From an optimization exercise on the open Yosys and OpenROAD flow, aimed at a short achievable clock period and few clock cycles; shortcuts taken in it are not production practice.
Only simulation tests tie the RTL to the original design; equivalence was not proved.

==> job 4009 <==
==> flow/design.v (excerpt) <==
module arm_core (
    input  wire        clk,
    input  wire        rst,           
    input  wire [31:0] image_end,     
    output wire        mem_req,
    output wire        mem_we,
    output wire [11:0] mem_addr,
    output reg  [31:0] mem_wdata,
    output reg  [3:0]  mem_wstrb,
    input  wire        mem_gnt,
    input  wire [31:0] mem_rdata,
    output wire        done,
    output reg  [1:0]  fault_code,    
    output reg  [31:0] fault_addr,
    output reg  [31:0] fault_word,
    output wire [31:0] pc_out,
    output wire [3:0]  flags,         
    input  wire [3:0]  dbg_sel,
    output wire [31:0] dbg_data
);
Settings: LEC_CHECK=0, CAP_MARGIN=20, CORE_MARGIN=2, CORE_UTILIZATION=35, PLACE_DENSITY=0.55, SLEW_MARGIN=20; clock period 15.0 ns.
standard.sh (not shown) runs the stock make flow with config.mk's settings and CLKGATE_MAP_FILE= SYNTH_SCRIPT=/design/flow/synth_recipe.tcl, a recipe that flattens the netlist after the stock synthesis.
==> flow/flow/run.sh <==
#!/bin/bash
set -euo pipefail
bash standard.sh finish SETUP_SLACK_MARGIN=7 TNS_END_PERCENT=20 > standard_flow.log 2>&1
==> inputs of job 4348, as changes to job 4009 <==
--- a/flow/design.v
+++ b/flow/design.v
@@ -302,11 +302,11 @@
     wire [15:0] oh_rm  = q0[XW-17 -: 16];
     wire [15:0] oh_rs  = q0[XW-33 -: 16];
     wire [31:0] e_imm  = q0[XW-49 -: 32];
     wire [4:0]  e_rot  = q0[4:0];
     reg  [31:0] rn_val, rm_val, rs_val;
-    integer ri, rj;
+    integer ri;
     always @* begin
         rn_val = {32{oh_rn[15]}} & e_pc8;
         rm_val = {32{oh_rm[15]}} & e_pc8;
         rs_val = {32{oh_rs[15]}} & e_pc8;
         for (ri = 0; ri < 15; ri = ri + 1) begin
@@ -362,11 +362,11 @@
         endcase
     end
     reg        busy2;           
     reg [7:0]  rs_amt;          
     reg [4:0]  rs_rot;          
-    reg [31:0] mul_p [0:6];     
+    reg [31:0] mul_s, mul_c;    
     reg        m2_v;            
     reg [3:0]  m2_rd;
     reg        m2_s;
     wire        reg_shift = e_isdp && !ir[25] && ir[4];
     reg  [4:0]  sh_n;           
@@ -569,11 +569,11 @@
     reg [31:0] mr4 [0:6];
     reg [31:0] mr5 [0:4];
     reg [31:0] mr6 [0:3];
     reg [31:0] mr7 [0:2];
     reg [31:0] mr8 [0:1];
-    integer mi, mj;
+    integer mi;
     always @* begin
         for (mi = 0; mi < 32; mi = mi + 1)
             mr0[mi] = rs_val[mi] ? (rm_val << mi) : 32'd0;
         mr0[32] = ir[21] ? regs[m_rn] : 32'd0;
         for (mi = 0; mi < 11; mi = mi + 1)
@@ -584,23 +584,21 @@
         for (mi = 0; mi < 5; mi = mi + 1)
             {mr3[2*mi], mr3[2*mi+1]} = csa(mr2[3*mi], mr2[3*mi+1], mr2[3*mi+2]);
         for (mi = 0; mi < 3; mi = mi + 1)
             {mr4[2*mi], mr4[2*mi+1]} = csa(mr3[3*mi], mr3[3*mi+1], mr3[3*mi+2]);
         mr4[6] = mr3[9];
-    end
-    always @* begin
-        for (mj = 0; mj < 2; mj = mj + 1)
-            {mr5[2*mj], mr5[2*mj+1]} = csa(mul_p[3*mj], mul_p[3*mj+1], mul_p[3*mj+2]);
-        mr5[4] = mul_p[6];
+        for (mi = 0; mi < 2; mi = mi + 1)
+            {mr5[2*mi], mr5[2*mi+1]} = csa(mr4[3*mi], mr4[3*mi+1], mr4[3*mi+2]);
+        mr5[4] = mr4[6];
         {mr6[0], mr6[1]} = csa(mr5[0], mr5[1], mr5[2]);
         mr6[2] = mr5[3];
         mr6[3] = mr5[4];
         {mr7[0], mr7[1]} = csa(mr6[0], mr6[1], mr6[2]);
         mr7[2] = mr6[3];
         {mr8[0], mr8[1]} = csa(mr7[0], mr7[1], mr7[2]);
     end
-    wire [32:0] mul_sum = add32(mr8[0], mr8[1], 1'b0);
+    wire [32:0] mul_sum = add32(mul_s, mul_c, 1'b0);
     wire [31:0] mul_r   = mul_sum[31:0];
     wire [31:0] sdt_off  = ir[25] ? sh_val : e_imm;
     wire [32:0] sdt_sum  = add32(rn_val, ir[23] ? sdt_off : ~sdt_off, !ir[23]);
     wire [31:0] sdt_oadr = sdt_sum[31:0];
     wire [31:0] sdt_addr = ir[24] ? sdt_oadr : rn_val;
@@ -637,15 +635,15 @@
     wire e_dppc_mis = alu_r[1:0] != 2'b00;
     wire e_sdt  = e_ex && e_issdt;
     wire e_ldpc = e_sdt && ir[20] && (f_rd == 4'd15);
     wire e_mis  = e_go && !e_halt && !e_memf && !e_ill && (e_br_t != e_pred);
     reg q_hit;
-    integer qi, qh;
+    integer qi;
     always @* begin
         q_hit = 1'b0;
-        for (qh = 0; qh < QN; qh = qh + 1)
-            if (qv[qh] && q[qh][QW-33-18 -: 12] == d_addr) q_hit = 1'b1;
+        for (qi = 0; qi < QN; qi = qi + 1)
+            if (qv[qi] && q[qi][QW-33-18 -: 12] == d_addr) q_hit = 1'b1;
     end
     assign smc = m_data && d_we && !d_flt &&
                (q_hit || (fv && fv_pc[13:2] == d_addr));
     wire [31:0] ld_word = mem_rdata;
     reg  [31:0] ld_val;
@@ -699,13 +697,13 @@
     wire        b_i     = q1_word[25];
     reg  [31:0] b_rn, b_rm;
     always @* begin
         b_rn = {32{q1_ohn[15]}} & q1_pc8;
         b_rm = {32{q1_ohm[15]}} & q1_pc8;
-        for (rj = 0; rj < 15; rj = rj + 1) begin
-            b_rn = b_rn | ({32{q1_ohn[rj]}} & regs[rj]);
-            b_rm = b_rm | ({32{q1_ohm[rj]}} & regs[rj]);
+        for (ri = 0; ri < 15; ri = ri + 1) begin
+            b_rn = b_rn | ({32{q1_ohn[ri]}} & regs[ri]);
+            b_rm = b_rm | ({32{q1_ohm[ri]}} & regs[ri]);
         end
     end
     wire [33:0] b_sh    = shifter_imm(b_rm, q1_word, q[1][4:0], fC);
     wire [31:0] b_op2   = b_i ? q1_imm : b_sh[31:0];
     wire        b_op2c  = b_i ? ((q1_word[11:8] == 4'd0) ? fC : q1_imm[31]) : (b_sh[33] ? fC : b_sh[32]);
@@ -750,23 +748,18 @@
                            (m2_v && b_reads(m2_rd)) ||
                            (m_data && d_load && (b_reads(d_rd) || (b_writes && b_rdf == d_rd)));
     wire        b_base   = consume && qv[1] && !redir && !done_n && !q1_odd &&
                            !(e_issdt && !ir[20]);
     wire        b_cond   = cond_eval(q1_word[31:28], fN, fZ, fC, fV);
-    wire        pair     = b_base && q1_isdp && !(b_writes && b_rdf == 4'd15) &&
+    wire        pair     = b_base && q1_isdp && !e_issdt && !(b_writes && b_rdf == 4'd15) &&
                            !(!b_i && q1_word[4]) && !b_hz &&
                            !(wr_any && b_writes && b_rdf == wr_idx) &&
                            !((h_wfl || (m2_v && m2_s)) && b_flrd) && !(e_ismul && sbit && b_s) &&
                            b_cond;
     wire        fold     = b_base && !h_wfl && !(m2_v && m2_s) && !b_cond;
     wire        co2      = pair || fold;
     wire        b_we     = pair && b_writes;
-    reg         p_v, p_we, p_fl;
-    reg  [3:0]  p_rd;
-    reg  [31:0] p_old;
-    reg  [3:0]  p_flags;
-    wire        p_undo = p_v && m_data && d_flt;
     wire [QN-1:0] qv_sh = co2 ? {2'b00, qv[QN-1:2]} : (consume ? {1'b0, qv[QN-1:1]} : qv);
     wire       ic_enq  = f_req && !fv && ic_hit && !(m_data && d_we && fpc[13:2] == d_addr) && !redir;
     wire       enq     = (fv || ic_enq) && !redir;
     wire       ic_enq2 = ic_enq && f_req2 && !ic_pred && ic2_hit &&
                          !(m_data && d_we && fpc4[13:2] == d_addr);
@@ -835,22 +828,12 @@
             wr_pend = (m_data && d_load && d_rd == r) ||
                       (e_ex && e_ismul && m_rd == r) ||
                       (e_sdt && ir[20] && f_rd == r);
         end
     endfunction
-    integer i, im, rk;
-    reg [14:0] s_b, s_e, s_m, s_wb, s_wl, s_pu;
-    always @* begin
-        for (rk = 0; rk < 15; rk = rk + 1) begin
-            s_b[rk]  = b_we && b_rdf == rk;
-            s_e[rk]  = we_e && we_idx == rk;
-            s_m[rk]  = m2_v && m2_rd == rk && !s_b[rk] && !s_e[rk];
-            s_wb[rk] = wb_e && d_rn == rk && !s_b[rk] && !s_e[rk] && !s_m[rk];
-            s_wl[rk] = wl_e && wl_idx == rk && !s_b[rk] && !s_e[rk] && !s_m[rk] && !s_wb[rk];
-            s_pu[rk] = p_undo && p_we && p_rd == rk && !s_wb[rk];
-        end
-    end
+    integer i;
+    reg s_b, s_e, s_m, s_wb, s_wl;
     always @(posedge clk) begin
         if (rst) begin
             done_d <= 1'b0;
             dbg_pc <= 32'd0;
             for (i = 0; i < 15; i = i + 1)
@@ -866,24 +849,26 @@
         if (rst) begin
             for (i = 0; i < 15; i = i + 1)
                 regs[i] <= 32'd0;
         end else begin
             for (i = 0; i < 15; i = i + 1) begin
-                if (s_b[i] || s_e[i] || s_m[i] || s_wb[i] || s_wl[i] || s_pu[i])
-                    regs[i] <= ({32{s_b[i]}} & b_res) | ({32{s_e[i]}} & we_val) |
-                               ({32{s_m[i]}} & mul_r) | ({32{s_wb[i]}} & d_old) |
-                               ({32{s_wl[i]}} & wl_val) | ({32{s_pu[i]}} & p_old);
+                s_b  = b_we && b_rdf == i;
+                s_e  = we_e && we_idx == i;
+                s_m  = m2_v && m2_rd == i && !s_b && !s_e;
+                s_wb = wb_e && d_rn == i && !s_b && !s_e && !s_m;
+                s_wl = wl_e && wl_idx == i && !s_b && !s_e && !s_m && !s_wb;
+                if (s_b || s_e || s_m || s_wb || s_wl)
+                    regs[i] <= ({32{s_b}} & b_res) | ({32{s_e}} & we_val) | ({32{s_m}} & mul_r) |
+                               ({32{s_wb}} & d_old) | ({32{s_wl}} & wl_val);
             end
         end
     end
     wire h_fl = e_ex && sbit && e_isdp;
     wire b_fl = pair && b_s;
     always @(posedge clk) begin
         if (rst) begin
             fN <= 1'b0; fZ <= 1'b0; fC <= 1'b0; fV <= 1'b0;
-        end else if (p_undo && p_fl) begin
-            {fN, fZ, fC, fV} <= p_flags;
         end else begin
             if (b_fl) begin
                 fN <= b_res[31];
                 fZ <= (b_res == 32'd0);
             end else if (h_fl) begin
@@ -901,11 +886,11 @@
                 fV <= b_v;
             else if (h_fl && arith)
                 fV <= add_v;
         end
     end
-    integer ii, ij;
+    integer ii;
     always @(posedge clk) begin
         if (rst) begin
             ic_v <= 32'd0;
         end else begin
             for (ii = 0; ii < 32; ii = ii + 1) begin
@@ -915,45 +900,33 @@
                     ic_v[ii] <= 1'b1;
             end
         end
     end
     always @(posedge clk) begin
-        for (ij = 0; ij < 32; ij = ij + 1) begin
-            if (arr_v && fv_pc[6:2] == ij) begin
-                ic_d[ij]   <= {mem_rdata, n_dec, n_pred, n_tgt};
-                ic_tag[ij] <= fv_pc[13:7];
+        for (ii = 0; ii < 32; ii = ii + 1) begin
+            if (arr_v && fv_pc[6:2] == ii) begin
+                ic_d[ii]   <= {mem_rdata, n_dec, n_pred, n_tgt};
+                ic_tag[ii] <= fv_pc[13:7];
             end
         end
     end
     always @(posedge clk) begin
         if (rst) begin
             busy2  <= 1'b0;
             rs_amt <= 8'd0;
             rs_rot <= 5'd0;
-            for (im = 0; im < 7; im = im + 1)
-                mul_p[im] <= 32'd0;
+            mul_s  <= 32'd0;
+            mul_c  <= 32'd0;
             m2_v   <= 1'b0;
-            p_v     <= 1'b0;
-            p_we    <= 1'b0;
-            p_fl    <= 1'b0;
-            p_rd    <= 4'd0;
-            p_old   <= 32'd0;
-            p_flags <= 4'd0;
             m2_rd  <= 4'd0;
             m2_s   <= 1'b0;
         end else begin
             m2_v  <= e_ex && e_ismul;
-            p_v     <= pair && e_issdt;
-            p_we    <= b_we;
-            p_fl    <= b_fl;
-            p_rd    <= b_rdf;
-            p_old   <= (b_rdf == 4'd15) ? 32'd0 : regs[b_rdf];
-            p_flags <= {fN, fZ, fC, fV};
             m2_rd <= m_rd;
             m2_s  <= sbit;
-            for (im = 0; im < 7; im = im + 1)
-                mul_p[im] <= mr4[im];
+            mul_s <= mr8[0];
+            mul_c <= mr8[1];
             if (redir) begin
                 busy2  <= 1'b0;
             end else if (consume) begin
                 busy2  <= !co2 && qv[1] && !wr_hit(q1_rs) && !wr_pend(q1_rs);
                 rs_amt <= q1_rsv[7:0];
==> qor summary <==
item	job 4009	job 4348
Adder and majority gate portion of the synthesized area	0.04836	0.04895
Starting density of the core	0.3514	0.3511
Part of the Yosys area used for sequential elements	0.3849	0.3821
Proportion of netlist area held by the largest area contributor	0.2330	0.2361
Synthesized area divided by synthesized cell count	8.930 um^2	8.794 um^2
Xor and xnor fraction of the mapped netlist area	0.02493	0.02750
Count of cell types in the netlist	118	104
Post-synthesis sequential element count	4874	4749
DP HPWL	1996 mm	2010 mm
Number of gates given a new drive strength after cts	1197	898
Status	did not finish	did not finish
Last stage reached	5_1_grt	5_1_grt
Post-synthesis mux area share	0.03237	0.03545
Complex-gate fraction of the synthesized area	0.3003	0.2884
Row cnt	349	347
CTS max path bufs	5	4
Buffers inserted during post-CTS setup optimization	484	298
Simple-gate portion of the synthesized area	0.1493	0.1602
Most numerous cell in the Yosys netlist	clkbuf_1	nand2_1
Worst setup timing slack at the placement stage	3.971 ns	4.189 ns
Inserted Clock Buffers	622	589
Testbench counts of job 4009, summed over its fixed seeds: cycles 41,532.
Testbench counts of job 4348, summed over its fixed seeds: cycles 42,436.
